Background: an optimization exercise with open tools, aiming at small area, a short achievable clock period and few clock cycles per item. Do not read the settings as production practice.
RTL that was checked went through simulation tests only; none was proved equivalent to the original.
For runs 4 to 6, only the layout was checked, not whether the RTL still works.
Power figures rest on the tool's default switching activity, not on a simulated workload.

==> flow/design.v <==
module bcmseq #(
    parameter [15:0] BASE_LOOP_TICKS = 16'd8,
    parameter [15:0] CALL_OVERHEAD   = 16'd2,
    parameter [15:0] FIRST_INTERVAL  = 16'd100
) (
    input  wire        clk,
    input  wire        rst,
    input  wire        cmd_valid,
    input  wire [51:0] cmd,
    output reg         cmd_ready,
    output reg         rsp_valid,
    output wire [7:0]  rsp,
    input  wire [1:0]  rot,
    output reg         hm_en,
    output reg         hm_we,
    output reg  [10:0] hm_addr,
    output wire [7:0]  hm_wdata,
    input  wire [7:0]  hm_rdata,
    output reg         sm_en,
    output reg  [10:0] sm_addr,
    input  wire [7:0]  sm_rdata,
    output reg         tmr_load,
    output wire [15:0] tmr_period,
    output reg         tmr_stop,
    input  wire        tmr_expire,
    output reg         p_blank,
    output reg         p_lat,
    output reg         p_clk,
    output reg  [3:0]  p_addr,
    output reg  [5:0]  p_data
);
    localparam [3:0] OP_BEGIN    = 4'h1,
                     OP_STOP     = 4'h2,
                     OP_SETPIXEL = 4'h3,
                     OP_SWAPREQ  = 4'h4,
                     OP_RDSTAT   = 4'h5,
                     OP_COPYFWD  = 4'h6,
                     OP_BUFRD    = 4'h7,
                     OP_BUFWR    = 4'h8;
    localparam [15:0] BC2  = BASE_LOOP_TICKS + {CALL_OVERHEAD[14:0], 1'b0};
    localparam [15:0] DUR0 = BC2 - CALL_OVERHEAD;
    localparam [15:0] DUR1 = {BC2[14:0], 1'b0} - CALL_OVERHEAD;
    localparam [15:0] DUR2 = {BC2[13:0], 2'b0} - CALL_OVERHEAD;
    localparam [15:0] DUR3 = {BC2[12:0], 3'b0} - CALL_OVERHEAD;
    function [4:0] band_hi(input [2:0] r, input [1:0] b);
        begin
            case ({r, b})
                5'b000_00: band_hi = 5'd0;   5'b000_01: band_hi = 5'd1;   5'b000_10: band_hi = 5'd2;
                5'b001_00: band_hi = 5'd3;   5'b001_01: band_hi = 5'd4;   5'b001_10: band_hi = 5'd5;
                5'b010_00: band_hi = 5'd6;   5'b010_01: band_hi = 5'd7;   5'b010_10: band_hi = 5'd8;
                5'b011_00: band_hi = 5'd9;   5'b011_01: band_hi = 5'd10;  5'b011_10: band_hi = 5'd11;
                5'b100_00: band_hi = 5'd12;  5'b100_01: band_hi = 5'd13;  5'b100_10: band_hi = 5'd14;
                5'b101_00: band_hi = 5'd15;  5'b101_01: band_hi = 5'd16;  5'b101_10: band_hi = 5'd17;
                5'b110_00: band_hi = 5'd18;  5'b110_01: band_hi = 5'd19;  5'b110_10: band_hi = 5'd20;
                5'b111_00: band_hi = 5'd21;  5'b111_01: band_hi = 5'd22;  5'b111_10: band_hi = 5'd23;
                default:   band_hi = 5'd0;
            endcase
        end
    endfunction
    reg        active;
    reg        pending;      
    reg        swapreq;
    reg        back;         
    reg [1:0]  plane;        
    reg [2:0]  row;
    reg        h_idle;
    reg        st_pa, st_fill, st_rd, st_cp, st_wr, st_stop;
    reg        bot;          
    reg        is_px, is_cp;
    reg [1:0]  k;            
    reg [2:0]  p1, p2, p3;   
    reg        r0, g0, b0;   
    reg [7:0]  d;            
    reg [10:0] ha;           
    reg        run;          
    reg        go;           
    reg        sh;           
    reg        fz;           
    reg        bor;          
    reg        f0;           
    reg        p0;           
    reg        ok;           
    reg [1:0]  t32;          
    reg [6:1]  tp;           
    wire        accept = cmd_valid & cmd_ready;
    wire [3:0]  op     = cmd[51:48];
    wire [15:0] cx     = cmd[47:32];
    wire [15:0] cy     = cmd[31:16];
    wire [15:0] cc     = cmd[15:0];
    wire op_begin = (op == OP_BEGIN);
    wire op_stop  = (op == OP_STOP);
    wire op_px    = (op == OP_SETPIXEL);
    wire op_swap  = (op == OP_SWAPREQ);
    wire op_stat  = (op == OP_RDSTAT);
    wire op_copy  = (op == OP_COPYFWD);
    wire op_bufrd = (op == OP_BUFRD);
    wire op_bufwr = (op == OP_BUFWR);
    wire in_range = rot[0] ? (~|cx[15:4] & ~|cy[15:5])
                           : (~|cx[15:5] & ~|cy[15:4]);
    reg [4:0] rx;
    reg [3:0] ry;
    always @(*) begin
        case (rot)
            2'd0:    begin rx = cx[4:0];  ry = cy[3:0];  end
            2'd1:    begin rx = ~cy[4:0]; ry = cx[3:0];  end
            2'd2:    begin rx = ~cx[4:0]; ry = ~cy[3:0]; end
            default: begin rx = cy[4:0];  ry = ~cx[3:0]; end
        endcase
    end
    wire [9:0] off      = ha[9:0];
    wire       off_last = (off == 10'd767);
    wire       cy5 = is_px | (&off[4:0]);
    wire [9:0] cy_off = {cy5 & (&off[8:5]), cy5 & (&off[7:5]), cy5 & (&off[6:5]), cy5 & off[5], cy5,
                         ~is_px & (&off[3:0]), ~is_px & (&off[2:0]), ~is_px & (&off[1:0]),
                         ~is_px & off[0], ~is_px};
    wire [9:0] off_inc = off ^ cy_off;
    reg [7:0] mg;
    always @(*) begin
        mg = hm_rdata;
        if (is_px) begin
            case (k)
                2'd0: if (!bot) mg[4:2] = p1;
                      else begin mg[7:5] = p1; mg[1:0] = {b0, g0}; end
                2'd1: if (!bot) begin mg[4:2] = p2; mg[0] = b0; end
                      else begin mg[7:5] = p2; mg[1] = r0; end
                default: if (!bot) begin mg[4:2] = p3; mg[1:0] = {g0, r0}; end
                      else mg[7:5] = p3;
            endcase
        end
    end
    assign hm_wdata = d;
    assign rsp      = d;
    wire go_fill   = st_fill & ~bor;
    wire go_rd     = st_rd & ~bor;
    wire go_wr     = st_wr & ~bor;
    wire wr_done   = is_cp ? off_last : (~is_px | k[1]);
    wire fill_done = go_fill & off_last & (ha[10] ^ back);
    wire [4:0] c        = sm_addr[4:0];
    wire       c31      = &c;
    wire       dec      = run & c31 & ~p0;                  
    wire       dpos     = run & c31 & p0;                   
    wire       wrap     = run & (c == 5'd1) & ~p0;          
    wire       stop_acc = accept & op_stop;
    wire       take     = pending & active & (dec | (~run & ~cmd_ready));
    reg        n_pa, n_fill, n_rd, n_cp, n_wr, n_stop, n_busy;
    always @(*) begin
        n_pa   = 1'b0;
        n_fill = st_fill & ~fill_done;
        n_stop = st_stop & run;
        n_rd   = (st_rd & bor) | (go_wr & ~wr_done) | st_pa;
        n_cp   = go_rd;
        n_wr   = (st_wr & bor) | (st_cp & (is_px | is_cp));
        n_busy = n_fill | n_rd | n_cp | n_wr | n_stop;
        if (accept) begin
            n_pa   = op_px;
            n_fill = op_begin;
            n_stop = op_stop;
            n_rd   = op_copy | op_bufrd;
            n_wr   = op_bufwr;
        end
    end
    wire n_idle = ~accept & ~n_busy;
    wire n_fz   = (run & (c == 5'd30) & p0) | (~run & pending & active) |
                  (fz & ~p_lat & ~((dec | ~run) & ~take));
    wire n_run  = take | (run & ~(wrap & ~go));
    reg [10:0] n_ha;
    always @(*) begin
        n_ha = ha;
        if (h_idle) begin
            n_ha = {back ^ op_copy, op_px ? {2'b0, ry[2:0], rx} : cx[9:0]};
        end else if (st_pa) begin
            n_ha[9:5] = band_hi(ha[7:5], 2'd0);
        end else begin
            if ((go_fill & off_last) | ((go_rd | go_wr) & is_cp))
                n_ha[10] = ~ha[10];
            if (go_fill)
                n_ha[9:0] = off_last ? 10'd0 : off_inc;
            else if (go_wr)
                n_ha[9:0] = off_inc;
        end
    end
    wire       adv   = dpos & go;
    wire       wrap3 = (plane == 2'd3);
    wire       fswap = wrap3 & (&row) & swapreq;
    wire       swap  = adv & fswap;
    wire [1:0] plane_a = {plane[1] ^ plane[0], ~plane[0]};
    wire [2:0] row_a   = wrap3 ? row ^ {&row[1:0], row[0], 1'b1} : row;
    reg [1:0]  n_plane;
    reg [2:0]  n_row;
    reg        n_back;
    always @(*) begin
        n_plane = adv ? plane_a : plane;
        n_row   = adv ? row_a : row;
        n_back  = back ^ swap;
        if (fill_done) begin
            n_plane = 2'd3;
            n_row   = 3'd7;
            n_back  = 1'b0;
        end
    end
    function [1:0] band_of(input [1:0] pl, input nx_p0);
        case (pl)
            2'd0:    band_of = {1'b0, nx_p0};
            2'd1:    band_of = 2'd0;
            2'd2:    band_of = 2'd1;
            default: band_of = 2'd2;
        endcase
    endfunction
    wire [5:0] sa_keep = {~back, band_hi(row, band_of(plane, ~p0))};
    wire [5:0] sa_adv  = {~(back ^ fswap), band_hi(row_a, band_of(plane_a, ~p0))};
    wire [4:0] c_inc   = c ^ {&c[3:0], &c[2:0], &c[1:0], c[0], 1'b1};
    wire [4:0] n_c     = ~run ? 5'd31 : (p0 ? c_inc : c);
    wire n_bor = run & ~p0 & (plane == 2'd0);
    reg [6:2] n_tp;
    always @(*) begin
        if (!active) n_tp = FIRST_INTERVAL[6:2];
        else case (plane)                   
            2'd1:    n_tp = DUR0[6:2];
            2'd2:    n_tp = DUR1[6:2];
            2'd3:    n_tp = DUR2[6:2];
            default: n_tp = DUR3[6:2];
        endcase
    end
    assign tmr_period = {9'd0, tp, 1'b0};
    always @(posedge clk) begin
        ha <= n_ha;
        if (h_idle) begin
            d       <= {cc[7:1], cc[0] | (swapreq & op[2])};
            p1      <= {cc[2], cc[8],  cc[13]};
            p2      <= {cc[3], cc[9],  cc[14]};
            p3      <= {cc[4], cc[10], cc[15]};
            r0      <= cc[12];
            g0      <= cc[7];
            b0      <= cc[1];
            bot     <= ry[3];
            k       <= 2'd0;
            ok      <= ~op_px | in_range;
            is_px   <= op_px;
            is_cp   <= op_copy;
        end else begin
            if (st_cp)
                d <= mg;
            if (go_wr)
                k <= {k[0], ~k[1] & ~k[0]};
        end
        hm_addr <= n_bor ? {~back, band_hi(row, 2'd2), c} : n_ha;
        if (rst) begin
            h_idle    <= 1'b1;
            st_pa     <= 1'b0;
            st_fill   <= 1'b0;
            st_rd     <= 1'b0;
            st_cp     <= 1'b0;
            st_wr     <= 1'b0;
            st_stop   <= 1'b0;
            bor       <= 1'b0;
            hm_en     <= 1'b0;
            hm_we     <= 1'b0;
            cmd_ready <= 1'b1;
            rsp_valid <= 1'b0;
            tmr_stop  <= 1'b0;
        end else begin
            h_idle    <= n_idle;
            st_pa     <= n_pa;
            st_fill   <= n_fill;
            st_rd     <= n_rd;
            st_cp     <= n_cp;
            st_wr     <= n_wr;
            st_stop   <= n_stop;
            bor       <= n_bor;
            hm_en     <= n_bor | n_fill | n_rd | n_wr;
            hm_we     <= ~n_bor & (n_fill | (n_wr & (h_idle | ok)));
            cmd_ready <= n_idle & ~n_fz;
            rsp_valid <= (accept & op_stat) | (st_cp & ~is_px & ~is_cp);
            tmr_stop  <= st_stop & ~run;
        end
        t32 <= sm_rdata[1:0];
        f0  <= (plane == 2'd0);
        if (!p0)
            p_data <= f0 ? {t32, sm_rdata[1:0], hm_rdata[1:0]} : sm_rdata[7:2];
        p0      <= ~run | ~p0;
        plane   <= n_plane;
        row     <= n_row;
        back    <= n_back;
        sm_addr <= {adv ? sa_adv : sa_keep, n_c};
        tp      <= {n_tp, active};
        if (!run)
            sh <= 1'b0;
        else if (wrap)
            sh <= 1'b1;
        if (take)
            go <= 1'b1;
        else if (dec)
            go <= 1'b0;
        pending <= (pending | tmr_expire) & ~take & ~(accept & op_begin);
        if (swap | fill_done)
            swapreq <= 1'b0;
        else if (accept & op_swap)
            swapreq <= 1'b1;
        if (rst) begin
            run      <= 1'b0;
            sm_en    <= 1'b0;
            fz       <= 1'b0;
            active   <= 1'b0;
            p_blank  <= 1'b1;
            p_lat    <= 1'b0;
            p_clk    <= 1'b0;
            p_addr   <= 4'd0;
            tmr_load <= 1'b0;
        end else begin
            run   <= n_run;
            sm_en <= 1'b1;           
            fz    <= n_fz;
            if (fill_done)
                active <= 1'b1;
            else if (stop_acc)
                active <= 1'b0;
            if (dec | take)
                p_blank <= 1'b1;
            else if (p_lat)
                p_blank <= 1'b0;
            p_lat    <= wrap & go;
            tmr_load <= (wrap & go) | (accept & op_begin);
            p_clk    <= run & sh & p0;
            if (fill_done)
                p_addr <= 4'd0;
            else if (dpos & sh)
                p_addr <= {1'b0, row};
        end
    end
endmodule
==> flow/flow/run.sh <==
#!/bin/bash
# Standard layout, with the port buffers that buffer_ports inserts made
# sky130_fd_sc_hd__buf_1 (the resizer may still size them up) instead of the
# delay cell it picks by default. Every port still gets its own buffer.
set -euo pipefail
echo 'export BUFFER_PORTS_ARGS = -buffer_cell sky130_fd_sc_hd__buf_1' >> config.mk
bash standard.sh > standard_flow.log 2>&1
==> flow/standard.sh <==
#!/bin/bash
# synth_recipe.tcl (not shown) runs the flow's synth.tcl, then flattens the netlist and writes it again
# the make line also repeats each setting of config.mk as NAME=value (left out here)
make -C /OpenROAD-flow-scripts/flow DESIGN_CONFIG=/design/flow/config.mk WORK_HOME=/design/flow/orfs CLKGATE_MAP_FILE= SYNTH_SCRIPT=/design/flow/synth_recipe.tcl "${@:-finish}"
==> flow/config.mk <==
export PLATFORM = sky130hd
export DESIGN_NAME = bcmseq
export DESIGN_NICKNAME = bcmseq
export VERILOG_FILES = /design/flow/design.v
export SDC_FILE = /design/flow/constraint.sdc
export NUM_CORES = 4
export LEC_CHECK = 0
export CAP_MARGIN = 20
export CORE_MARGIN = 2
export CORE_UTILIZATION = 40
export CTS_BUF_LIST = sky130_fd_sc_hd__clkbuf_8
export CTS_CLUSTER_SIZE = 20
export SETUP_SLACK_MARGIN = 3.9
export SLEW_MARGIN = 20
export BUFFER_PORTS_ARGS = -buffer_cell sky130_fd_sc_hd__buf_1
==> flow/constraint.sdc <==
create_clock -name core_clock -period 6.0 [get_ports {clk}]
set_input_delay 1.2000 -clock core_clock [delete_from_list [all_inputs] [get_ports {clk}]]
set_output_delay 1.2000 -clock core_clock [all_outputs]
set_load 0.01 [all_outputs]
==> metrics.md, run 1 <==
| Metric | Value |
|---|---|
| Max Fclk | 464 MHz |
| Class of the tightest hold or removal check | register to register |
| Standby leakage power | 2.79 nW |
| Cell chain of the critical path | buf_8 -> mux2_4 -> a221oi_4 -> a21oi_1 -> a221oi_1 -> a21oi_1 |
| Effective utilization at floorplan | 40.5% |
| # setup viols final | 0 |
| Number of remaining DRC errors | 0 |
| Source-to-sink clock delay at the later pin of the worst-skew pair | 0.38 ns |
| FF/Latch Area | 2530 µm² |
| Worst hold stages | 2 |
| Root Buffer Master | clkbuf_8 |
| Dominant combinational cell family by area after synthesis | compound AO/OA/AOI/OAI gates |
| Number of global-route vias before repair | 4481 |
| Fraction of the mapped netlist area in simple logic gates | 16.6% |
| Total wire length after detailed routing | 13800 µm |
| Maximum number of pins on one net before global-route repair | 55 |
| DR vias/cell | 5.29 |
| Setup repair after global routing missed its margin | yes |
| Ports | 148 |
| Die Ht | 122 µm |
| Maximum fanout along the worst path | 4 |
| Post-synthesis register bit count | 109 |
| Iter 0 DRT Violations | 351 |
| Critical hold path startpoint | go |
| Cell with the biggest individual delay on the critical path | a221oi_1 |
| Ys async rst share | 0% |
| Placed instance area | 6180 µm² |
| Number of clock sinks seen by CTS | 109 |
| Buffers & Inverters on Critical Path | 1 |
| Initial DRT Pass Iterations | 4 |
| Ratio of final minimum period to clock period | 35.9% |
| CTS tree | yes |
| Cell-internal power | 0.00116 W |
| Worst reg-to-reg setup slack | 3.98 ns |
| Synth warnings | 1 |
| Sort of element at the end of the critical path | register |
| Worst path arrival time | 2.26 ns |
| Global Route Usage Sum | 18.6% |
| Sequential-to-total area share from yosys stat | 44.5% |
| Gate count of the mapped netlist | 595 |
| Critical Path Max Stage Delay | 0.30 ns |
| Combinational Power Share | 17.1% |
| Max-cap violations | 0 |
| Share of total power consumed by net switching | 28.2% |
| Overflow left after global routing | 0 |
| Total negative setup slack | 0 ns |
| Clock transition at the registers of the reported paths | 0.10 ns |
| Layout filler cell count | 1340 |
| Most used DFF post-synth | dfxtp_1 |
| Fraction of power consumed by the clock network | 29.0% |
| Wire length of the first global-routing pass | 21700 µm |
| Endpoint of the most critical register-to-register path | hm_addr[3] |
| Parity-gate share of the synthesized area counting xor and xnor cells | 3.30% |
| Final instance area | 6830 µm² |
| Slew Limit Fails | 0 |
| Routability cong. | 0.789 |
| Startpoint type of the worst setup path | primary input |
| Number of buffers added on ports | 135 |
| Required @ worst endpoint | 6.10 ns |
| Power per unit of standard cell area | 237 nW/µm² |
| Final worst path period need | 2.16 ns |
| Placeable Area | 13800 µm² |
| Combined area of the multi-input logic cells | 2950 µm² |
| Largest clock skew in the final design | 0.0183 ns |
| Die extent in x | 122 µm |
| EDFF count, synth | 30 |
| Number of antenna repair diodes | 0 |
| CTS buffer count | 9 |
| # rows | 43 |
| Peak VDD IR | 0.175 mV |
| Vias post-DR | 4762 |
| Hold endpoint | go |
| Syn avg cell area | 9.37 µm² |
| Post-detailed-route wirelength per cell | 15.4 µm |
| Multiplexer area fraction after synthesis | 7.52% |
| Share of final-layout standard cells stronger than drive strength 1 | 24.3% |
| Die Footprint | 14900 µm² |
| Kind of cell adding the most delay to the critical path | compound AO/OA/AOI/OAI gates |
| Sequential share of power | 53.9% |
| Cell area after synthesis | 5580 µm² |
| Reported net switching power | 0.000457 W |
| Adder and majority cell fraction of the synthesized area | 4.49% |
| Antenna violations before repair | 0 |
| Residual antenna-violating net count after detailed routing | 0 |
| Worst-case reg-to-reg path depth | 5 |
| Outcome | finished clean |
| Most used cell along the critical path | a21oi_1 |
| HPWL after DPL | 10000 µm |
| Number of failing hold endpoints at the final stage | 0 |
| Category of the most critical setup path | primary input to register |
| Share of the synthesized area in compound gates (AO/OA/AOI/OAI) | 16.8% |
| Distinct cell type count of the synthesized netlist | 67 |
| Reg-to-Reg Start | ha[8] |
| Maximum root-to-sink buffer count | 2 |
| H-tree levels | 3 |
| Final layout net count | 810 |
| Area growth from synthesis to final layout | 22.5% |
| Worst relative slew slack | 45.7% |
| Slew at the pin closest to its max-slew limit | 0.814 ns |
## worst max-delay path by stage
stage	end	from	depth (start not counted)
5_1_grt	d[1]	hm_rdata[1]	6
3_3_place_gp	ha[7]	rot[0]	6
3_5_place_dp	ha[7]	rot[0]	6
6_report	d[1]	hm_rdata[1]	6
4_1_cts	d[1]	hm_rdata[1]	6
2_1_floorplan	d[1]	hm_rdata[1]	5
## area by class of cell
class / count / share of cell area [%]
multi-input combinational: 417 / 43.2
sequential: 109 / 37.0
timing repair buffer: 153 / 12.0
tap: 180 / 3.30
clock buffer: 11 / 2.22
inverter: 26 / 1.48
clock inverter: 5 / 0.824
## layer usage
layer	part of all wire (%)	track usage, %	vias to the layer above
li1	-	-	2332
met1	44	22.7	2292
met2	49	32.2	122
met3	4.8	4.87	16
met4	1.9	5.39	0
met5	0	0	-
## cells by family after synthesis
family | Yosys count
AND/OR/NAND/NOR | 186
AO/OA/AOI/OAI | 139
flip-flops | 109
buffers and inverters | 79
multiplexers | 40
XOR/XNOR | 21
adder cells (fa/ha/maj) | 20
other | 1
## metrics by stage
stage / util, % / setup WS, ns / total power (W) / hold WS, ns / instances
3_5_place_dp: 44.9 / 2.89 / 0.00114 / 0.468 / 868
5_1_grt: 49.6 / 3.79 / 0.00169 / 0.510 / 901
4_1_cts: 47.6 / 3.85 / 0.00161 / 0.483 / 895
6_report: 49.6 / 3.84 / 0.00162 / 0.479 / 901
2_1_floorplan: - / 3.69 / 0.00107 / 0.420 / 605
3_3_place_gp: 44.9 / 2.93 / 0.00113 / 0.447 / 868
## flip-flops by register name (all words and copies together) (netlist names), 6 cells and up
| register | count |
|---|---|
| hm_addr | 11 |
| d | 8 |
| p_data | 6 |
| tp | 6 |
| ha | 11 |
| sm_addr | 11 |
## cells in the mapped netlist, types with 5 or more instances
library cell	instances	area [µm²]
dfxtp_1	79	1580
nand2_1	63	236
nor2_1	40	150
a21oi_1	38	190
o21ai_0	31	155
edfxtp_1	30	901
mux2i_1	28	280
inv_1	25	93.8
clkbuf_1	24	90.1
ha_1	20	250
buf_4	19	143
xnor2_1	14	123
nor3_1	12	60.1
mux2_2	11	124
nor4_1	10	62.6
o211ai_1	10	75.1
nand3_1	9	45.0
nor3b_1	7	52.6
xor2_1	7	61.3
a31oi_1	6	37.5
buf_1	6	22.5
nand4_1	6	37.5
o21a_1	6	45.0
or2_2	6	37.5
nor2b_1	5	31.3
o21bai_1	5	37.5
## tightest hold or removal path, stage by stage (launching register included)
cell and delay [ns]:
dfxtp_1 0.34, nand2_1 0.06, nand2_1 0.04
## layout by cell type (no fill, tap or decap), types with 13 or more instances in the layout
master,instances
o21ai_0,26
inv_1,25
a21oi_1,32
dfxtp_1,54
nand2_1,59
mux2i_1,26
buf_1,74
edfxtp_1,30
buf_6,13
xnor2_1,14
clkbuf_2,43
nor2_1,38
buf_4,15
ha_1,19
dfxtp_2,19
## power by group through the flow
stage | clock [W] | combinational [W] | sequential [W]
4_1_cts | 0.000484 | 0.000256 | 0.000870
3_5_place_dp | 0 | 0.000249 | 0.000889
6_report | 0.000468 | 0.000277 | 0.000872
2_1_floorplan | 0 | 0.000199 | 0.000871
5_1_grt | 0.000508 | 0.000307 | 0.000879
3_3_place_gp | 0 | 0.000245 | 0.000887
## repair_timing
item / CTS / global route
setup buffers: 11 / 6
setup endpoints to repair: 66 / 78
hold buffers: 0 / 0
cloned: 0 / 0
gates resized for setup: 43 / 87
pin swaps: 4 / 7
Testbench counts, summed over its fixed seeds: cycles 49,192, ticks 768.
==> run 2, diff against run 1 <==
--- a/flow/config.mk
+++ b/flow/config.mk
@@ -5,6 +5,7 @@
 export SDC_FILE = /design/flow/constraint.sdc
 export NUM_CORES = 4
 export LEC_CHECK = 0
+export ABC_AREA = 1
 export CAP_MARGIN = 20
 export CORE_MARGIN = 2
 export CORE_UTILIZATION = 40
==> run 2 against run 1 <==
Effect of this change:
- still clean on timing, DRC and antenna
- cell count increased by 13%
- maximum frequency decreased by 0.84%
- sequential share of layout area increased by 0.97 points
- final area decreased by 3.2%
- highest routed layer unchanged
==> metrics.md, run 2 <==
| Metric | Value |
|---|---|
| Sort of element at the end of the critical path | primary output |
| Ports | 148 |
| Crit. path cell count | 1 |
| Adder and majority cell fraction of the synthesized area | 4.49% |
| Busiest layer in global routing | met2 |
| Cell with the biggest individual delay on the critical path | edfxtp_1 |
| Worst path arrival time | 0.98 ns |
| Required @ worst endpoint | 4.80 ns |
| Final worst path period need | 2.18 ns |
| Fraction of the mapped netlist area in simple logic gates | 23.8% |
| Overflow left after global routing | 0 |
| GR Util met3 | 3.32% |
| Final layout net count | 931 |
| Max-cap violations | 0 |
| Number of clock sinks seen by CTS | 109 |
| Critical Path Max Stage Delay | 0.43 ns |
| Source-to-sink clock delay at the later pin of the worst-skew pair | 0.40 ns |
| # rows | 43 |
| GRT met1 Usage | 24.7% |
| Vias post-DR | 4976 |
| Share of final-layout standard cells stronger than drive strength 1 | 18.8% |
| Met2 usage | 31.8% |
| Total negative setup slack | 0 ns |
| Gate count of the mapped netlist | 701 |
| Effective utilization at floorplan | 40.5% |
| Max Fclk | 460 MHz |
| Leading cell types by total area after synthesis | dfxtp_1 28%, edfxtp_1 16%, nand2_1 11% |
| Sequential-to-total area share from yosys stat | 44.5% |
| Number of buffers added on ports | 135 |
| Worst hold stages | 2 |
| Maximum number of pins on one net before global-route repair | 44 |
| Initial DRT Pass Iterations | 5 |
| Leading cell types in the layout, fill and taps excluded | 165 x nand2_1, 83 x buf_1, 67 x inv_1 |
| Number of global-route vias before repair | 4528 |
| Layout filler cell count | 1428 |
| DR vias/cell | 4.87 |
| Multiplexer area fraction after synthesis | 0.807% |
| Parity-gate share of the synthesized area counting xor and xnor cells | 1.55% |
| Top flop regs | ha x11, hm_addr x11, sm_addr x11 |
| Maximum root-to-sink buffer count | 2 |
| Category of the most critical setup path | register to primary output |
| Share of the synthesized area in compound gates (AO/OA/AOI/OAI) | 15.4% |
| Number of remaining DRC errors | 0 |
| Dominant combinational cell family by area after synthesis | simple AND/OR/NAND/NOR gates |
| Residual antenna-violating net count after detailed routing | 0 |
| Iter 0 DRT Violations | 331 |
| Peak VDD IR | 0.105 mV |
| Cell area after synthesis | 5580 µm² |
| Post-detailed-route wirelength per cell | 13.7 µm |
| Synth warnings | 1 |
| Wire length of the first global-routing pass | 21900 µm |
| HPWL after DPL | 10300 µm |
| Clock transition at the registers of the reported paths | 0.11 ns |
| Total wire length after detailed routing | 14000 µm |
| Slew Limit Fails | 0 |
| Buffers & Inverters on Critical Path | 1 |
| Global Route Usage Sum | 19.0% |
| Area growth from synthesis to final layout | 18.5% |
| Standby leakage power | 2.93 nW |
| Largest clock skew in the final design | 0.0198 ns |
| Commonest non-fill, non-tap cell in the layout | nand2_1 |
| List of most frequent post-synthesis cells | 166 x nand2_1, 79 x dfxtp_1, 67 x inv_1 |
| Cell chain of the critical path | clkbuf_2 |
| FF/Latch Area | 2510 µm² |
| EDFF count, synth | 30 |
| Startpoint type of the worst setup path | register |
| Class of the tightest hold or removal check | register to register |
| Number of failing hold endpoints at the final stage | 0 |
| Outcome | finished clean |
| Distinct cell type count of the synthesized netlist | 49 |
| Portion of synthesized cell area occupied by the leading cell type | 28.3% |
| CTS buffer count | 9 |
| Kind of cell adding the most delay to the critical path | flip-flops |
| Die Ht | 122 µm |
| Dominant cell type by area after synthesis | dfxtp_1 |
| Root Buffer Master | clkbuf_8 |
| Post-synthesis register bit count | 109 |
| Setup repair after global routing missed its margin | yes |
| H-tree levels | 3 |
| Die Footprint | 14900 µm² |
| Number of antenna repair diodes | 0 |
| # setup viols final | 0 |
| Cts-stage hold buffer count | 0 |
| Ys async rst share | 0% |
| Placeable Area | 13800 µm² |
| Most used DFF post-synth | dfxtp_1 |
| Antenna violations before repair | 1 |
| Power per unit of standard cell area | 238 nW/µm² |
| Maximum fanout along the worst path | 2 |
| Combined area of the multi-input logic cells | 2650 µm² |
| Routability cong. | 0.871 |
| Die extent in x | 122 µm |
| Final cell utilization of the core | 48.0% |
| Count leader, synth | nand2_1 |
| CTS tree | yes |
| Ratio of final minimum period to clock period | 36.3% |
| Worst-case reg-to-reg path depth | 10 |
| Syn avg cell area | 7.96 µm² |
[run 2: cell types whose count changed in the layout (fill, tap and decap cells not counted), moves of 10 or more]
cell | previous run | this run
dfxtp_1 | 54 | 64
nand3_1 | 8 | 37
o21ai_0 | 26 | 52
o21ai_1 | 5 | 19
xnor2_1 | 14 | 1
mux2i_1 | 26 | 0
nand2_1 | 59 | 165
inv_1 | 25 | 67
[run 2: timing repair]
item	CTS	global route
resized for setup	38	53
gates cloned	0	2
pin swaps	1	3
setup buffers	6	8
endpoints found under the setup margin	51	67
[run 2: layout make-up]
| cell class | instances | share of cell area, % |
|---|---|---|
| clock buffers | 10 | 2.08 |
| multi-input cells | 488 | 40.0 |
| clock inverters | 6 | 0.568 |
| repair inverters | 1 | 0.0946 |
| flip-flops and latches | 109 | 38.0 |
| repair buffers | 150 | 11.2 |
| well taps | 180 | 3.41 |
| inverters | 78 | 4.64 |
[run 2: cells by family (layout without fill, tap and decap cells)]
logic type / Yosys count / count (layout)
muxes: 4 / 4
AOI/OAI and AO/OA: 149 / 149
xor gates and xnor gates: 9 / 9
other: 1 / 11
adders and majority gates: 20 / 20
buffers and inverters: 115 / 245
and+or+nand+nor: 294 / 295
DFF: 109 / 109
[run 2: per-stage QoR]
stage                     hold WS, ns  cell area (µm²)  power, W  setup slack [ns]  instances
after global routing            0.482             6610   0.00167              3.78       1022
after global placement          0.451             6140   0.00115              3.34        990
final                           0.454             6610   0.00158              3.82       1022
after detailed placement        0.451             6140   0.00116              3.36        990
after floorplan                 0.400             5630   0.00107              3.90        711
after CTS                       0.457             6440   0.00158              3.81       1012
[run 2: final timing paths]
kind	from	to	slack (ns)
setup reg to reg	plane[0]	sm_addr[7]	3.97
setup / recovery	d[0]	hm_wdata[0]	3.82
hold / removal	st_rd	st_cp	0.45
hold reg to reg	st_rd	st_cp	0.45
[run 2: per-layer routing]
metal,vias up,share of wire (%),wire length (µm)
met3,15,6.5,913
met1,2234,45,6320
met2,155,47,6540
li1,2572,-,-
met5,-,0,0
met4,0,1.7,244
[run 2: report_power, final]
part | switching (W) | internal, W
Sequential | 0.0000448 | 0.000817
Combinational | 0.000182 | 0.000113
Clock | 0.000256 | 0.000163
==> run 3, diff against run 2 <==
==> flow/flow/run.sh (replaced) <==
#!/bin/bash
# Standard layout, with the port buffers that buffer_ports inserts made
# sky130_fd_sc_hd__buf_1 (the resizer may still size them up) instead of the
# delay cell it picks by default, and power recovery (downsizing of gates off
# the critical paths) after global routing's timing repair. Every port still
# gets its own buffer.
set -euo pipefail
echo 'export BUFFER_PORTS_ARGS = -buffer_cell sky130_fd_sc_hd__buf_1' >> config.mk
echo 'export RECOVER_POWER = 100' >> config.mk
bash standard.sh > standard_flow.log 2>&1
--- a/flow/config.mk
+++ b/flow/config.mk
@@ -5,12 +5,12 @@
 export SDC_FILE = /design/flow/constraint.sdc
 export NUM_CORES = 4
 export LEC_CHECK = 0
-export ABC_AREA = 1
 export CAP_MARGIN = 20
 export CORE_MARGIN = 2
 export CORE_UTILIZATION = 40
 export CTS_BUF_LIST = sky130_fd_sc_hd__clkbuf_8
 export CTS_CLUSTER_SIZE = 20
-export SETUP_SLACK_MARGIN = 3.9
+export SETUP_SLACK_MARGIN = 3.8
 export SLEW_MARGIN = 20
 export BUFFER_PORTS_ARGS = -buffer_cell sky130_fd_sc_hd__buf_1
+export RECOVER_POWER = 100
==> run 3 against run 2 <==
Effect of this change:
- now fails the layout checks on capacitance limit, slew limit
- maximum frequency shrank 40%
- cell count shrank 12%
- first-iteration DRC count shrank 6.9%
- sequential share of layout area grew 0.76 points
- clock power shrank 1%
- global-route usage shrank 0.61 points
- register-to-register slack lost 1.6 ns
- area after synthesis is essentially flat
- critical endpoint is now hm_addr[3]
- critical path depth grew 4
- setup slack lost 1.5 ns
- critical path type is now register to register
- power shrank 2.5%
- flip-flop and latch count is the same
==> metrics.md, run 3 <==
| Metric | Value |
|---|---|
| Outcome | complete, but fails checks |
| Checks failing in the layout checks | capacitance limit, slew limit |
| Worst slack at placement | 3.15 ns |
| Number of remaining DRC errors | 0 |
| Vias post-DR | 4697 |
| Worst path arrival time | 3.91 ns |
| Initial DRT Pass Iterations | 4 |
| Setup repair after global routing missed its margin | yes |
| Number of antenna repair diodes | 0 |
| Die extent in x | 122 µm |
| Most used DFF post-synth | dfxtp_1 |
| Cts-stage hold buffer count | 0 |
| Final Non-Filler Cells | 900 |
| Post-detailed-route wirelength per cell | 15.1 µm |
| Residual antenna-violating net count after detailed routing | 0 |
| Total negative setup slack | 0 ns |
| Peak VDD IR | 0.135 mV |
| Final worst path period need | 3.64 ns |
| Wire length of the first global-routing pass | 21700 µm |
| Final layout net count | 809 |
| EDFF count, synth | 30 |
| Slew at the pin closest to its max-slew limit | 2.44 ns |
| Cell area after synthesis | 5580 µm² |
| Die Footprint | 14900 µm² |
| Top flop regs | ha x11, hm_addr x11, sm_addr x11 |
| Max-cap violations | 1 |
| Ratio of final minimum period to clock period | 60.6% |
| Gate count of the mapped netlist | 595 |
| Total wire length after detailed routing | 13600 µm |
| Iter 0 DRT Violations | 308 |
| Slew Limit Fails | 55 |
| Adder and majority cell fraction of the synthesized area | 4.49% |
| Class of the tightest hold or removal check | register to register |
| Area growth from synthesis to final layout | 15.0% |
| HPWL after DPL | 10000 µm |
| CTS buffer count | 9 |
| Number of global-route vias before repair | 4506 |
| Maximum fanout along the worst path | 54 |
| Syn avg cell area | 9.37 µm² |
| Placeable Area | 13800 µm² |
| Commonest non-fill, non-tap cell in the layout | buf_1 |
| Number of clock sinks seen by CTS | 109 |
| Routability cong. | 0.800 |
| Maximum number of pins on one net before global-route repair | 55 |
| # setup viols final | 0 |
| Maximum root-to-sink buffer count | 2 |
| Sequential-to-total area share from yosys stat | 44.5% |
| Antenna violations before repair | 0 |
| Count leader, synth | dfxtp_1 |
| H-tree levels | 3 |
| Sort of element at the end of the critical path | register |
| Fraction of the mapped netlist area in simple logic gates | 16.6% |
| CTS tree | yes |
| Distinct cell type count of the synthesized netlist | 67 |
| Ys async rst share | 0% |
| Die Ht | 122 µm |
| # rows | 43 |
| Dominant cell type by area after synthesis | dfxtp_1 |
| Placed instance area | 6120 µm² |
| Share of the synthesized area in compound gates (AO/OA/AOI/OAI) | 16.8% |
| Clock transition at the registers of the reported paths | 0.11 ns |
| Multiplexer area fraction after synthesis | 7.52% |
| Standby leakage power | 2.48 nW |
| Final instance area | 6410 µm² |
| Dominant combinational cell family by area after synthesis | compound AO/OA/AOI/OAI gates |
| Max Fclk | 275 MHz |
| List of most frequent post-synthesis cells | 79 x dfxtp_1, 63 x nand2_1, 40 x nor2_1 |
| Startpoint type of the worst setup path | register |
| Source-to-sink clock delay at the later pin of the worst-skew pair | 0.38 ns |
| Global Route Usage Sum | 18.4% |
| Largest clock skew in the final design | 0.0136 ns |
| Portion of synthesized cell area occupied by the leading cell type | 28.4% |
| Required @ worst endpoint | 6.27 ns |
| Category of the most critical setup path | register to register |
| Power per unit of standard cell area | 240 nW/µm² |
| Effective utilization at floorplan | 40.5% |
| Worst relative slew slack | -62.8% |
| DR vias/cell | 5.22 |
| Leading cell types in the layout, fill and taps excluded | 125 x buf_1, 78 x dfxtp_1, 63 x nand2_1 |
| Synth warnings | 1 |
| Share of final-layout standard cells stronger than drive strength 1 | 9.86% |
| Post-synthesis register bit count | 109 |
| Overflow left after global routing | 0 |
| Ports | 148 |
| Leading cell types by total area after synthesis | dfxtp_1 28%, edfxtp_1 16%, mux2i_1 5.0% |
| Number of buffers added on ports | 135 |
| Post-layout worst setup margin | 2.36 ns |
| Number of failing hold endpoints at the final stage | 0 |
| Root Buffer Master | clkbuf_8 |
| Parity-gate share of the synthesized area counting xor and xnor cells | 3.30% |
| Cell total after placement | 869 |
## run 3: worst paths after layout
path,start,endpoint,slack [ns],cells after the start
max,h_idle,hm_addr[3],2.36,5
max reg2reg,h_idle,hm_addr[3],2.36,5
min,sh,sh,0.48,2
min reg2reg,sh,sh,0.48,2
## run 3: cell type report
| class | instances | area [µm²] |
|---|---|---|
| clock buffers | 9 | 124 |
| repair buffers | 152 | 632 |
| inverters | 26 | 98.8 |
| fillers | 1392 | 7360 |
| flip-flops and latches | 109 | 2480 |
| well taps | 180 | 225 |
| multi-input cells | 417 | 2800 |
| clock inverters | 7 | 47.5 |
## run 3: timing repair
action / CTS / global route
gates resized for setup: 13 / 24
endpoints found under the setup margin: 26 / 22
buffers inserted: 5 / 10
pin swaps: 2 / 2
## run 3: logic make-up after synthesis
kind of cell | after synthesis
buffers and inverters | 79
flip-flops | 109
multiplexers | 40
adder cells (fa/ha/maj) | 20
AO/OA/AOI/OAI | 139
other | 1
AND/OR/NAND/NOR | 186
XOR/XNOR | 21
## run 3: report_power, final
part	internal (W)	switching, W
combinational	0.000111	0.000152
clock	0.000153	0.000260
sequential	0.000815	0.0000456
## run 3: worst max-delay path, cell delays in order, from the launching register on
cell	delay, ns
dfxtp_1	0.32
clkbuf_1	1.73
inv_1	0.32
o21ai_0	0.45
o22ai_1	0.32
mux2_1	0.37
## run 3: stage by stage
| step | power, W | hold slack [ns] | util, % |
|---|---|---|---|
| after global placement | 0.00113 | 0.447 | 44.4 |
| after detailed placement | 0.00113 | 0.460 | 44.4 |
| after CTS | 0.00155 | 0.477 | 46.1 |
| after global routing | 0.00162 | 0.494 | 46.6 |
| after floorplan | 0.00106 | 0.420 | - |
| final | 0.00154 | 0.478 | 46.6 |
## run 3: metal layers
metal	GRT usage, %	part of all wire [%]	vias to the layer above
met5	0	0	-
met4	5.46	1.4	0
li1	-	-	2338
met1	22.1	43	2226
met2	32.4	50	119
met3	4.54	5.1	14
==> run 4, diff against run 3 <==
--- a/flow/design.v
+++ b/flow/design.v
@@ -64,10 +64,10 @@
     reg [1:0]  plane;        
     reg [2:0]  row;
     reg        h_idle;
-    reg        st_pa, st_fill, st_rd, st_cp, st_wr, st_stop;
-    reg        bot;          
+    reg        st_fill, st_rd, st_cp, st_wr, st_stop;
     reg        is_px, is_cp;
     reg [1:0]  k;            
+    reg        bot;
     reg [2:0]  p1, p2, p3;   
     reg        r0, g0, b0;   
     reg [7:0]  d;            
@@ -81,7 +81,7 @@
     reg        p0;           
     reg        ok;           
     reg [1:0]  t32;          
-    reg [6:1]  tp;           
+    reg [6:2]  tp;           
     wire        accept = cmd_valid & cmd_ready;
     wire [3:0]  op     = cmd[51:48];
     wire [15:0] cx     = cmd[47:32];
@@ -107,6 +107,7 @@
             default: begin rx = cy[4:0];  ry = ~cx[3:0]; end
         endcase
     end
+    wire [4:0] r3 = band_hi(ry[2:0], 2'd0);    
     wire [9:0] off      = ha[9:0];
     wire       off_last = (off == 10'd767);
     wire       cy5 = is_px | (&off[4:0]);
@@ -141,35 +142,29 @@
     wire       dpos     = run & c31 & p0;                   
     wire       wrap     = run & (c == 5'd1) & ~p0;          
     wire       stop_acc = accept & op_stop;
-    wire       take     = pending & active & (dec | (~run & ~cmd_ready));
-    reg        n_pa, n_fill, n_rd, n_cp, n_wr, n_stop, n_busy;
+    wire       take     = (pending | tmr_expire) & active & ~stop_acc & (dec | ~run);
+    reg        n_fill, n_rd, n_cp, n_wr, n_stop;
     always @(*) begin
-        n_pa   = 1'b0;
         n_fill = st_fill & ~fill_done;
         n_stop = st_stop & run;
-        n_rd   = (st_rd & bor) | (go_wr & ~wr_done) | st_pa;
+        n_rd   = (st_rd & bor) | (go_wr & ~wr_done);
         n_cp   = go_rd;
         n_wr   = (st_wr & bor) | (st_cp & (is_px | is_cp));
-        n_busy = n_fill | n_rd | n_cp | n_wr | n_stop;
         if (accept) begin
-            n_pa   = op_px;
             n_fill = op_begin;
             n_stop = op_stop;
-            n_rd   = op_copy | op_bufrd;
+            n_rd   = op_px | op_copy | op_bufrd;
             n_wr   = op_bufwr;
         end
     end
-    wire n_idle = ~accept & ~n_busy;
-    wire n_fz   = (run & (c == 5'd30) & p0) | (~run & pending & active) |
-                  (fz & ~p_lat & ~((dec | ~run) & ~take));
+    wire n_idle = ~(n_fill | n_rd | n_cp | n_wr | n_stop);
+    wire n_fz   = take | (fz & ~p_lat);
     wire n_run  = take | (run & ~(wrap & ~go));
     reg [10:0] n_ha;
     always @(*) begin
         n_ha = ha;
         if (h_idle) begin
-            n_ha = {back ^ op_copy, op_px ? {2'b0, ry[2:0], rx} : cx[9:0]};
-        end else if (st_pa) begin
-            n_ha[9:5] = band_hi(ha[7:5], 2'd0);
+            n_ha = {back ^ op_copy, op_px ? {r3, rx} : cx[9:0]};
         end else begin
             if ((go_fill & off_last) | ((go_rd | go_wr) & is_cp))
                 n_ha[10] = ~ha[10];
@@ -221,7 +216,7 @@
             default: n_tp = DUR3[6:2];
         endcase
     end
-    assign tmr_period = {9'd0, tp, 1'b0};
+    assign tmr_period = {9'd0, tp, active, 1'b0};
     always @(posedge clk) begin
         ha <= n_ha;
         if (h_idle) begin
@@ -246,7 +241,6 @@
         hm_addr <= n_bor ? {~back, band_hi(row, 2'd2), c} : n_ha;
         if (rst) begin
             h_idle    <= 1'b1;
-            st_pa     <= 1'b0;
             st_fill   <= 1'b0;
             st_rd     <= 1'b0;
             st_cp     <= 1'b0;
@@ -260,7 +254,6 @@
             tmr_stop  <= 1'b0;
         end else begin
             h_idle    <= n_idle;
-            st_pa     <= n_pa;
             st_fill   <= n_fill;
             st_rd     <= n_rd;
             st_cp     <= n_cp;
@@ -282,7 +275,7 @@
         row     <= n_row;
         back    <= n_back;
         sm_addr <= {adv ? sa_adv : sa_keep, n_c};
-        tp      <= {n_tp, active};
+        tp      <= n_tp;
         if (!run)
             sh <= 1'b0;
         else if (wrap)
@@ -308,7 +301,7 @@
             tmr_load <= 1'b0;
         end else begin
             run   <= n_run;
-            sm_en <= 1'b1;           
+            sm_en <= n_run;
             fz    <= n_fz;
             if (fill_done)
                 active <= 1'b1;
==> flow/run.sh (new file) <==
#!/bin/bash
# synth_recipe.tcl (not shown) runs the flow's synth.tcl, then flattens the netlist and writes it again
# the make line also repeats each setting of config.mk as NAME=value (left out here)
make -C /OpenROAD-flow-scripts/flow DESIGN_CONFIG=/design/flow/config.mk WORK_HOME=/design/flow/orfs CLKGATE_MAP_FILE= SYNTH_SCRIPT=/design/flow/synth_recipe.tcl finish
==> flow/config.mk (replaced) <==
export PLATFORM = sky130hd
export DESIGN_NAME = bcmseq
export DESIGN_NICKNAME = bcmseq
export VERILOG_FILES = /design/flow/design.v
export SDC_FILE = /design/flow/constraint.sdc
export NUM_CORES = 4
export LEC_CHECK = 0
export CAP_MARGIN = 20
export CORE_MARGIN = 2
export CORE_UTILIZATION = 40
export SETUP_SLACK_MARGIN = 3.5
export SLEW_MARGIN = 20
removed: flow/flow/run.sh
removed: flow/standard.sh
==> run 4 against run 3 <==
Effect of this change:
- now clean on timing, DRC and antenna
- die area shrank 2.6%
- clock power grew 33%
- maximum frequency grew 43%
- critical path depth grew 4
- critical path type is now primary input to register
- final area grew 14%
- routed wire length grew 1.1%
==> metrics.md, run 4 <==
| Metric | Value |
|---|---|
| Outcome | finished clean |
| Antenna violations before repair | 0 |
| List of most frequent post-synthesis cells | 76 x dfxtp_1, 67 x nand2_1, 50 x nor2_1 |
| CTS buffer count | 9 |
| Standby leakage power | 2.87 nW |
| Number of remaining DRC errors | 0 |
| Die extent in x | 120 µm |
| Number of buffers added on ports | 135 |
| Commonest non-fill, non-tap cell in the layout | clkdlybuf4s50_1 |
| Worst relative slew slack | 56.1% |
| Cell with the biggest individual delay on the critical path | mux2i_4 |
| Max Fclk | 392 MHz |
| Required @ worst endpoint | 6.21 ns |
| Iter 0 DRT Violations | 232 |
| Number of antenna repair diodes | 0 |
| Portion of synthesized cell area occupied by the leading cell type | 28.0% |
| Layout filler cell count | 1244 |
| Source-to-sink clock delay at the later pin of the worst-skew pair | 0.35 ns |
| Post-synthesis register bit count | 106 |
| Combined area of the multi-input logic cells | 2870 µm² |
| Ys async rst share | 0% |
| Initial DRT Pass Iterations | 5 |
| Ratio of final minimum period to clock period | 42.5% |
| Number of clock sinks seen by CTS | 106 |
| Gate count of the mapped netlist | 580 |
| Largest clock skew in the final design | 0.00790 ns |
| Cts-stage hold buffer count | 0 |
| Placeable Area | 13200 µm² |
| Slew at the pin closest to its max-slew limit | 0.657 ns |
| Die Footprint | 14500 µm² |
| CTS tree | yes |
| Number of global-route vias before repair | 4472 |
| Worst reg-to-reg setup slack | 3.79 ns |
| Final Non-Filler Cells | 882 |
| Residual antenna-violating net count after detailed routing | 0 |
| Global Route Usage Sum | 19.2% |
| Final layout net count | 798 |
| HPWL after DPL | 10200 µm |
| Peak VDD IR | 0.189 mV |
| Effective utilization at floorplan | 41.0% |
| Clock transition at the registers of the reported paths | 0.06 ns |
| Buffers & Inverters on Critical Path | 2 |
| FF/Latch Area | 2430 µm² |
| Maximum number of pins on one net before global-route repair | 50 |
| Area growth from synthesis to final layout | 34.5% |
| Vias post-DR | 4613 |
| Total negative setup slack | 0 ns |
| H-tree levels | 3 |
| Cell total after placement | 857 |
| DR vias/cell | 5.23 |
| Met3 routed WL | 678 µm |
| Synth warnings | 1 |
| Max-cap violations | 0 |
| Highest routing layer actually used | met4 |
| Sequential-to-total area share from yosys stat | 44.6% |
| EDFF count, synth | 30 |
| Overflow left after global routing | 0 |
| Kind of cell adding the most delay to the critical path | simple AND/OR/NAND/NOR gates |
| Length of routed wiring on met1 | 6050 µm |
| Routability cong. | 0.824 |
| Ports | 148 |
| # setup viols final | 0 |
| # rows | 42 |
| Cell chain of the critical path | buf_12 -> mux2i_4 -> xnor2_4 -> buf_4 -> ha_2 -> or2_2 -> a31o_2 -> nand3_2 -> o221ai_2 |
| Leading cell types by total area after synthesis | dfxtp_1 28%, edfxtp_1 17%, ha_1 5.3% |
| DR WL met2 | 6770 µm |
| Most used DFF post-synth | dfxtp_1 |
| Share of final-layout standard cells stronger than drive strength 1 | 12.3% |
| Setup repair after global routing missed its margin | yes |
| Dominant cell type by area after synthesis | dfxtp_1 |
| Category of the most critical setup path | primary input to register |
| Class of the tightest hold or removal check | register to register |
| Startpoint type of the worst setup path | primary input |
| Total wire length after detailed routing | 13700 µm |
| Sort of element at the end of the critical path | register |
| Worst path arrival time | 2.76 ns |
| Die Ht | 120 µm |
| Cell area after synthesis | 5430 µm² |
| Number of failing hold endpoints at the final stage | 0 |
| Slew Limit Fails | 0 |
| Maximum fanout along the worst path | 6 |
| Final worst path period need | 2.55 ns |
| Maximum root-to-sink buffer count | 2 |
| Distinct cell type count of the synthesized netlist | 67 |
| Post-detailed-route wirelength per cell | 15.6 µm |
| Power per unit of standard cell area | 254 nW/µm² |
| Syn avg cell area | 9.35 µm² |
| Count leader, synth | dfxtp_1 |
| Wire length of the first global-routing pass | 22000 µm |
| Critical Path Max Stage Delay | 0.29 ns |
| Root Buffer Master | clkbuf_16 |
| Top flop regs | ha x11, hm_addr x11, sm_addr x11 |
| Leading cell types in the layout, fill and taps excluded | 115 x clkdlybuf4s50_1, 69 x dfxtp_1, 66 x nand2_1 |
-- run 4: changes by cell type after synthesis, sizes merged, moves of 4 or more --
cell / change
o21bai: -4
and2: +5
nand2: +4
nand2b: +5
clkbuf: -8
nor4: -4
a21oi: -12
inv: -4
nor2: +10
-- run 4: cell families after synthesis --
logic type | share of synthesized area (%)
adder cells (fa/ha/maj) | 5.30
other | 0.0691
AND/OR/NAND/NOR | 18.4
buffers and inverters | 6.50
flip-flops | 44.6
AO/OA/AOI/OAI | 15.6
multiplexers | 6.67
XOR/XNOR | 2.74
-- run 4: final cells by class --
class | instances | share of cell area [%]
multi-input combinational | 416 | 39.4
sequential | 106 | 33.3
timing repair buffer | 145 | 19.3
clock buffer | 14 | 3.62
tap | 176 | 3.02
inverter | 23 | 1.20
clock inverter | 2 | 0.154
-- run 4: layer usage --
layer	global-route usage, %	vias up
met2	32.7	127
met4	5.89	0
met1	23.9	2185
met5	0	-
li1	-	2282
met3	4.91	19
-- run 4: report_power, final --
group          internal, W  switching (W)  total (W)
clock network     0.000304       0.000247   0.000551
registers         0.000808      0.0000557   0.000864
logic             0.000230       0.000209   0.000439
total              0.00134       0.000511    0.00185
-- run 4: metrics by stage --
step           util (%)  setup WS [ns]  hold slack [ns]  total power, W  instance area, µm²
2_1_floorplan         -           3.25            0.397         0.00112                5500
3_3_place_gp       51.4           2.14            0.434         0.00129                6800
3_5_place_dp       51.4           2.11            0.436         0.00129                6800
4_1_cts            54.6           3.47            0.450         0.00187                7230
5_1_grt            55.1           3.38            0.470         0.00195                7300
6_report           55.1           3.45            0.446         0.00185                7300
-- run 4: path summary, 6_finish.rpt --
check | depth (start not counted) | end | startpoint
worst max-delay path | 9 | hm_addr[9] | rot[0]
worst min-delay path | 1 | tp[5] | active
worst max register to register | 7 | sm_addr[7] | row[1]
worst min register to register | 1 | tp[5] | active
-- run 4: repair_timing --
item | in CTS | in global routing
pin swaps | 8 | 4
setup buffers | 8 | 1
hold endpoints to repair | 0 | 0
gates resized for setup | 69 | 24
endpoints found under the setup margin | 34 | 19
gates cloned | 0 | 0
==> run 5, diff against run 4 <==
--- a/flow/config.mk
+++ b/flow/config.mk
@@ -5,6 +5,7 @@
 export SDC_FILE = /design/flow/constraint.sdc
 export NUM_CORES = 4
 export LEC_CHECK = 0
+export ABC_CLOCK_PERIOD_IN_PS = 2000
 export CAP_MARGIN = 20
 export CORE_MARGIN = 2
 export CORE_UTILIZATION = 40
==> run 5 against run 4 <==
Effect of this change:
- still clean on timing, DRC and antenna
- clock power barely moved
- power did not move
- sequential power barely moved
- sequential share of layout area did not move
- area after synthesis did not move
- clock skew did not move
- flip-flop and latch count did not move
- setup slack did not move
- first-iteration DRC count did not move
- die area did not move
- routed wire length did not move
- critical path depth did not move
- critical endpoint unchanged
- largest cell class unchanged
- largest power group unchanged
==> metrics.md, run 5 <==
| Metric | Value |
|---|---|
| # setup viols final | 0 |
| Number of failing hold endpoints at the final stage | 0 |
| Number of clock sinks seen by CTS | 106 |
| Final worst path period need | 2.55 ns |
| Gate count of the mapped netlist | 580 |
| Dominant cell type by area after synthesis | dfxtp_1 |
| Die Ht | 120 µm |
| Top flop regs | ha x11, hm_addr x11, sm_addr x11 |
| Category of the most critical setup path | primary input to register |
| Commonest non-fill, non-tap cell in the layout | clkdlybuf4s50_1 |
| Sort of element at the end of the critical path | register |
| Largest clock skew in the final design | 0.00790 ns |
| Standby leakage power | 2.87 nW |
| Slew Limit Fails | 0 |
| Leading cell types by total area after synthesis | dfxtp_1 28%, edfxtp_1 17%, ha_1 5.3% |
| Vias post-DR | 4613 |
| Cts-stage hold buffer count | 0 |
| Final layout net count | 798 |
| Cell total after placement | 857 |
| Max-cap violations | 0 |
| Maximum fanout along the worst path | 6 |
| Iter 0 DRT Violations | 232 |
| Total negative setup slack | 0 ns |
| Post-synthesis register bit count | 106 |
| Most used DFF post-synth | dfxtp_1 |
| GRT met1 Usage | 23.9% |
| Leading cell types in the layout, fill and taps excluded | 115 x clkdlybuf4s50_1, 69 x dfxtp_1, 66 x nand2_1 |
| Portion of synthesized cell area occupied by the leading cell type | 28.0% |
| Required @ worst endpoint | 6.21 ns |
| Effective utilization at floorplan | 41.0% |
| Die Footprint | 14500 µm² |
| Startpoint type of the worst setup path | primary input |
| Maximum number of pins on one net before global-route repair | 50 |
| Power per unit of standard cell area | 254 nW/µm² |
| Worst relative slew slack | 56.1% |
| Residual antenna-violating net count after detailed routing | 0 |
| Met2 usage | 32.7% |
| Synth warnings | 1 |
| Layout filler cell count | 1244 |
| Root Buffer Master | clkbuf_16 |
| Fin Hold WS | 0.446 ns |
| Ys async rst share | 0% |
| CTS buffer count | 9 |
| Worst reg-to-reg setup slack | 3.79 ns |
| # rows | 42 |
| Setup repair after global routing missed its margin | yes |
| Initial DRT Pass Iterations | 5 |
| CTS tree | yes |
| Number of antenna repair diodes | 0 |
| Slew at the pin closest to its max-slew limit | 0.657 ns |
| Sequential-to-total area share from yosys stat | 44.6% |
| Ports | 148 |
| DR vias/cell | 5.23 |
| Maximum root-to-sink buffer count | 2 |
| Wire length of the first global-routing pass | 22000 µm |
| Cell area after synthesis | 5430 µm² |
| Busiest layer in global routing | met2 |
| Area growth from synthesis to final layout | 34.5% |
| Number of buffers added on ports | 135 |
| Overflow left after global routing | 0 |
| Antenna violations before repair | 0 |
| Max Fclk | 392 MHz |
| Die extent in x | 120 µm |
| Post-detailed-route wirelength per cell | 15.6 µm |
| Distinct cell type count of the synthesized netlist | 67 |
| Clock transition at the registers of the reported paths | 0.06 ns |
| Class of the tightest hold or removal check | register to register |
| Share of final-layout standard cells stronger than drive strength 1 | 12.3% |
| Number of global-route vias before repair | 4472 |
| EDFF count, synth | 30 |
| Total wire length after detailed routing | 13700 µm |
| GR Util met3 | 4.91% |
| H-tree levels | 3 |
| Placeable Area | 13200 µm² |
| Outcome | finished clean |
| Worst path arrival time | 2.76 ns |
| Source-to-sink clock delay at the later pin of the worst-skew pair | 0.35 ns |
| Count leader, synth | dfxtp_1 |
| Final cell utilization of the core | 55.1% |
| Routability cong. | 0.824 |
| HPWL after DPL | 10200 µm |
| Ratio of final minimum period to clock period | 42.5% |
| Syn avg cell area | 9.35 µm² |
| List of most frequent post-synthesis cells | 76 x dfxtp_1, 67 x nand2_1, 50 x nor2_1 |
| Peak VDD IR | 0.189 mV |
| Number of remaining DRC errors | 0 |
| Global Route Usage Sum | 19.2% |
| Final Non-Filler Cells | 882 |
==> run 5: cells by family after synthesis <==
logic type / after synthesis / share of synthesized area, %
simple gates: 202 / 18.4
compound gates: 128 / 15.6
flops: 106 / 44.6
buf+inv: 68 / 6.50
mux: 35 / 6.67
fa+ha+maj: 23 / 5.30
xor+xnor: 17 / 2.74
other cells: 1 / 0.0691
==> run 5: area by class of cell <==
type | count | area [µm²] | area share (%)
clock buffers | 14 | 264 | 3.62
clock inverters | 2 | 11.3 | 0.154
inverters | 23 | 87.6 | 1.20
multi-input cells | 416 | 2870 | 39.4
flip-flops and latches | 106 | 2430 | 33.3
well taps | 176 | 220 | 3.02
repair buffers | 145 | 1410 | 19.3
==> run 5: final timing paths <==
path              startpoint         end  cells past startpoint
setup / recovery      rot[0]  hm_addr[9]                      9
setup reg to reg      row[1]  sm_addr[7]                      7
hold reg to reg       active       tp[5]                      1
hold / removal        active       tp[5]                      1
==> run 5: worst max-delay path, stage by stage <==
cell      delay, ns
buf_12         0.10
mux2i_4        0.29
xnor2_4        0.15
buf_4          0.16
ha_2           0.17
or2_2          0.27
a31o_2         0.23
nand3_2        0.08
o221ai_2       0.11
==> run 5: layer usage <==
metal | routed length, µm | share of wire, %
met2 | 6770 | 49
met1 | 6050 | 44
met5 | 0 | 0
met3 | 678 | 4.9
met4 | 223 | 1.6
==> run 5: report_power, final <==
group | switching (W) | total, W | internal (W)
registers | 0.0000557 | 0.000864 | 0.000808
logic | 0.000209 | 0.000439 | 0.000230
clock network | 0.000247 | 0.000551 | 0.000304
==> run 5: metrics by stage <==
stage,power [W],setup slack (ns),area (µm²)
after detailed placement,0.00129,2.11,6800
after global placement,0.00129,2.14,6800
after floorplan,0.00112,3.25,5500
after CTS,0.00187,3.47,7230
after global routing,0.00195,3.38,7300
final,0.00185,3.45,7300
==> run 5: timing repair <==
action | CTS | global route
setup buffers | 8 | 1
resized for setup | 69 | 24
endpoints found under the setup margin | 34 | 19
gates cloned | 0 | 0
pin swaps | 8 | 4
==> run 6, diff against run 5 <==
==> flow/config.mk (replaced) <==
export PLATFORM = sky130hd
export DESIGN_NAME = bcmseq
export DESIGN_NICKNAME = bcmseq
export VERILOG_FILES = /design/flow/design.v
export SDC_FILE = /design/flow/constraint.sdc
export NUM_CORES = 4
export LEC_CHECK = 0
export CAP_MARGIN = 20
export CORE_MARGIN = 2
export CORE_UTILIZATION = 40
export SETUP_SLACK_MARGIN = 4.5
export SLEW_MARGIN = 20
==> run 6 against run 5 <==
Effect of this change:
- setup slack gained 0.054 ns
- synthesized cell count is the same
- die area is the same
- cell count grew 7.6%
- largest cell class unchanged
- sequential power grew 1%
- combinational power grew 22%
- clock-buffer cell count shrank 2
- clock skew shrank 0.00076 ns
- area after synthesis is the same
==> metrics.md, run 6 <==
| Metric | Value |
|---|---|
| Number of clock sinks seen by CTS | 106 |
| EDFF count, synth | 30 |
| Layout filler cell count | 1088 |
| Largest clock skew in the final design | 0.00714 ns |
| Maximum root-to-sink buffer count | 2 |
| Required @ worst endpoint | 6.22 ns |
| Sequential-to-total area share from yosys stat | 44.6% |
| Die Footprint | 14500 µm² |
| Final worst path period need | 2.50 ns |
| Number of failing hold endpoints at the final stage | 0 |
| Hold endpoint | sh |
| Number of buffers added on ports | 135 |
| Max Fclk | 400 MHz |
| Busiest layer in global routing | met2 |
| Syn avg cell area | 9.35 µm² |
| CTS buffer count | 9 |
| Startpoint type of the worst setup path | primary input |
| Combined area of the multi-input logic cells | 3500 µm² |
| Portion of synthesized cell area occupied by the leading cell type | 28.0% |
| Sort of element at the end of the critical path | register |
| FF/Latch Area | 2510 µm² |
| Placeable Area | 13200 µm² |
| Total negative setup slack | 0 ns |
| Cell-internal power | 0.00141 W |
| Vias post-DR | 4978 |
| Antenna violations before repair | 0 |
| Count leader, synth | dfxtp_1 |
| Standby leakage power | 3.64 nW |
| Critical hold path startpoint | sh |
| Clock transition at the registers of the reported paths | 0.07 ns |
| Category of the most critical setup path | primary input to register |
| Worst hold stages | 1 |
| Ports | 148 |
| Worst path arrival time | 2.72 ns |
| Post-detailed-route wirelength per cell | 16.7 µm |
| Final layout net count | 865 |
| CTS tree | yes |
| Number of remaining DRC errors | 0 |
| # setup viols final | 0 |
| Top flop regs | ha x11, hm_addr x11, sm_addr x11 |
| Fin Hold WS | 0.506 ns |
| Worst-case reg-to-reg path depth | 5 |
| Reg-to-Reg Start | h_idle |
| Iter 0 DRT Violations | 283 |
| Met2 usage | 34.6% |
| Fraction of power consumed by the clock network | 29.5% |
| Die Ht | 120 µm |
| GR Util met3 | 3.16% |
| HPWL after DPL | 10300 µm |
| Root Buffer Master | clkbuf_16 |
| DR vias/cell | 5.25 |
| Commonest non-fill, non-tap cell in the layout | buf_6 |
| Final cell utilization of the core | 65.5% |
| GRT met1 Usage | 27.9% |
| Effective utilization at floorplan | 41.0% |
| Area growth from synthesis to final layout | 59.8% |
| Final Non-Filler Cells | 949 |
| List of most frequent post-synthesis cells | 76 x dfxtp_1, 67 x nand2_1, 50 x nor2_1 |
| Outcome | finished clean |
| Sequential share of power | 43.7% |
| Dominant cell type by area after synthesis | dfxtp_1 |
| Die extent in x | 120 µm |
| Post-synthesis register bit count | 106 |
| Number of global-route vias before repair | 4702 |
| Source-to-sink clock delay at the later pin of the worst-skew pair | 0.35 ns |
| Reported net switching power | 0.000588 W |
| Ratio of final minimum period to clock period | 41.6% |
| Ys async rst share | 0% |
| Maximum fanout along the worst path | 4 |
| Distinct cell type count of the synthesized netlist | 67 |
| Number of antenna repair diodes | 0 |
| # rows | 42 |
| Peak VDD IR | 0.135 mV |
| Synth warnings | 1 |
| Endpoint of the most critical register-to-register path | hm_addr[4] |
| Slew Limit Fails | 0 |
| Setup repair after global routing missed its margin | yes |
| Initial DRT Pass Iterations | 5 |
| Worst reg-to-reg setup slack | 3.93 ns |
| Maximum number of pins on one net before global-route repair | 50 |
| Gate count of the mapped netlist | 580 |
| Leading cell types in the layout, fill and taps excluded | 75 x buf_6, 57 x nand2_1, 38 x dfxtp_2 |
| Slew at the pin closest to its max-slew limit | 0.667 ns |
| Max-cap violations | 0 |
| Power per unit of standard cell area | 231 nW/µm² |
| Routability cong. | 0.805 |
| Overflow left after global routing | 0 |
| Cell area after synthesis | 5430 µm² |
| H-tree levels | 3 |
| Cell total after placement | 857 |
| Global Route Usage Sum | 21.0% |
| Wire length of the first global-routing pass | 24100 µm |
| Class of the tightest hold or removal check | register to register |
| Residual antenna-violating net count after detailed routing | 0 |
| Share of total power consumed by net switching | 29.4% |
| Total wire length after detailed routing | 15800 µm |
| Combinational Power Share | 26.7% |
| Most used DFF post-synth | dfxtp_1 |
| Leading cell types by total area after synthesis | dfxtp_1 28%, edfxtp_1 17%, ha_1 5.3% |
| Share of final-layout standard cells stronger than drive strength 1 | 47.0% |
| Worst relative slew slack | 55.0% |
## run 6: cells by family after synthesis
| family | synth area share (%) |
|---|---|
| muxes | 6.67 |
| and+or+nand+nor | 18.4 |
| adders and majority gates | 5.30 |
| other | 0.0691 |
| buffers and inverters | 6.50 |
| AOI/OAI and AO/OA | 15.6 |
| DFF | 44.6 |
| xor gates and xnor gates | 2.74 |
## run 6: worst max path at each step
| stage | from | end | slack, ns | depth (start not counted) |
|---|---|---|---|---|
| 4_1_cts | rot[0] | hm_addr[7] | 3.48 | 9 |
| 3_5_place_dp | rot[0] | hm_addr[9] | 2.12 | 9 |
| 6_report | rot[0] | hm_addr[9] | 3.50 | 10 |
| 5_1_grt | rot[0] | hm_addr[9] | 3.47 | 10 |
| 2_1_floorplan | rot[0] | hm_addr[9] | 3.25 | 9 |
| 3_3_place_gp | rot[0] | hm_addr[9] | 2.16 | 9 |
## run 6: stage by stage
stage                     worst slack (ns)  total power (W)  area (µm²)
final                                 3.50          0.00200        8670
after global routing                  3.47          0.00210        8670
after CTS                             3.48          0.00197        8250
after detailed placement              2.12          0.00134        7170
after global placement                2.16          0.00133        7170
after floorplan                       3.25          0.00118        5990
## run 6: repair_timing
item | in CTS | in global routing
pin swaps | 71 | 42
gates resized for setup | 556 | 74
setup endpoints to repair | 146 | 137
cloned | 1 | 0
setup buffers | 54 | 21
hold buffers | 0 | 0
## run 6: power by group through the flow
| stage | Combinational [W] | Sequential (W) | Clock [W] |
|---|---|---|---|
| 2_1_floorplan | 0.000294 | 0.000884 | 0 |
| 3_3_place_gp | 0.000449 | 0.000884 | 0 |
| 3_5_place_dp | 0.000451 | 0.000886 | 0 |
| 4_1_cts | 0.000502 | 0.000871 | 0.000599 |
| 5_1_grt | 0.000582 | 0.000883 | 0.000630 |
| 6_report | 0.000535 | 0.000874 | 0.000590 |
## run 6: layout make-up
class,instances,area share [%]
Sequential cell,106,29.0
Multi-Input combinational cell,416,40.4
Clock buffer,12,3.09
Timing Repair Buffer,212,23.4
Inverter,23,1.28
Clock inverter,4,0.332
Tap cell,176,2.54
## run 6: worst max-delay path, cell delays in order
cell and delay, ns:
buf_12 0.12, mux2i_4 0.18, xnor2_2 0.17, buf_4 0.15, buf_6 0.11, ha_4 0.15
or2_4 0.24, a31o_4 0.23, nand3_2 0.07, o221ai_2 0.09
## run 6: metal layers
metal	wire, µm	vias to the layer above	share of wire (%)
met5	0	-	0
met4	326	0	2.1
met3	695	20	4.4
met2	7740	134	49
met1	7040	2392	45
li1	-	2432	-

[what the ideal ports hide]
No port has a modelled driver above. Below, the same layouts with a new extraction and two added sets of constraints.
Step 1 (the two cells are an assumption about what drives the block):
set clk [get_ports {clk}]
set_driving_cell -lib_cell sky130_fd_sc_hd__clkbuf_16 $clk
set_driving_cell -lib_cell sky130_fd_sc_hd__buf_2 [delete_from_list [all_inputs] $clk]
Step 2 times the ports against the registers' clock, not the clock port: input delays grow and output delays shrink by t, the midpoint of the rising clock arrivals with the driver on.
Three values: no drivers, after step 1, after step 2; two values: the first two.
run	t, ns	setup WS [ns]	worst hold slack (ns)	cell pins on the clock port's net
run 1	0.411	3.843 / 3.840 / 3.429	0.479 / 0.479 / 0.479	1
run 2	0.421	3.825 / 3.789 / 3.558	0.454 / 0.454 / 0.454	1
run 3	0.414	2.361 / 2.361 / 2.361	0.478 / 0.478 / 0.478	1
run 4	0.391	3.447 / 3.425 / 3.034	0.446 / 0.446 / 0.446	1
run 5	0.391	3.447 / 3.425 / 3.034	0.446 / 0.446 / 0.446	1
run 6	0.384	3.501 / 3.456 / 3.073	0.506 / 0.506 / 0.506	1
For run 6, which loses most, drivers alone change the setup slack by -0.045 ns; drivers and shift together by -0.428 ns.
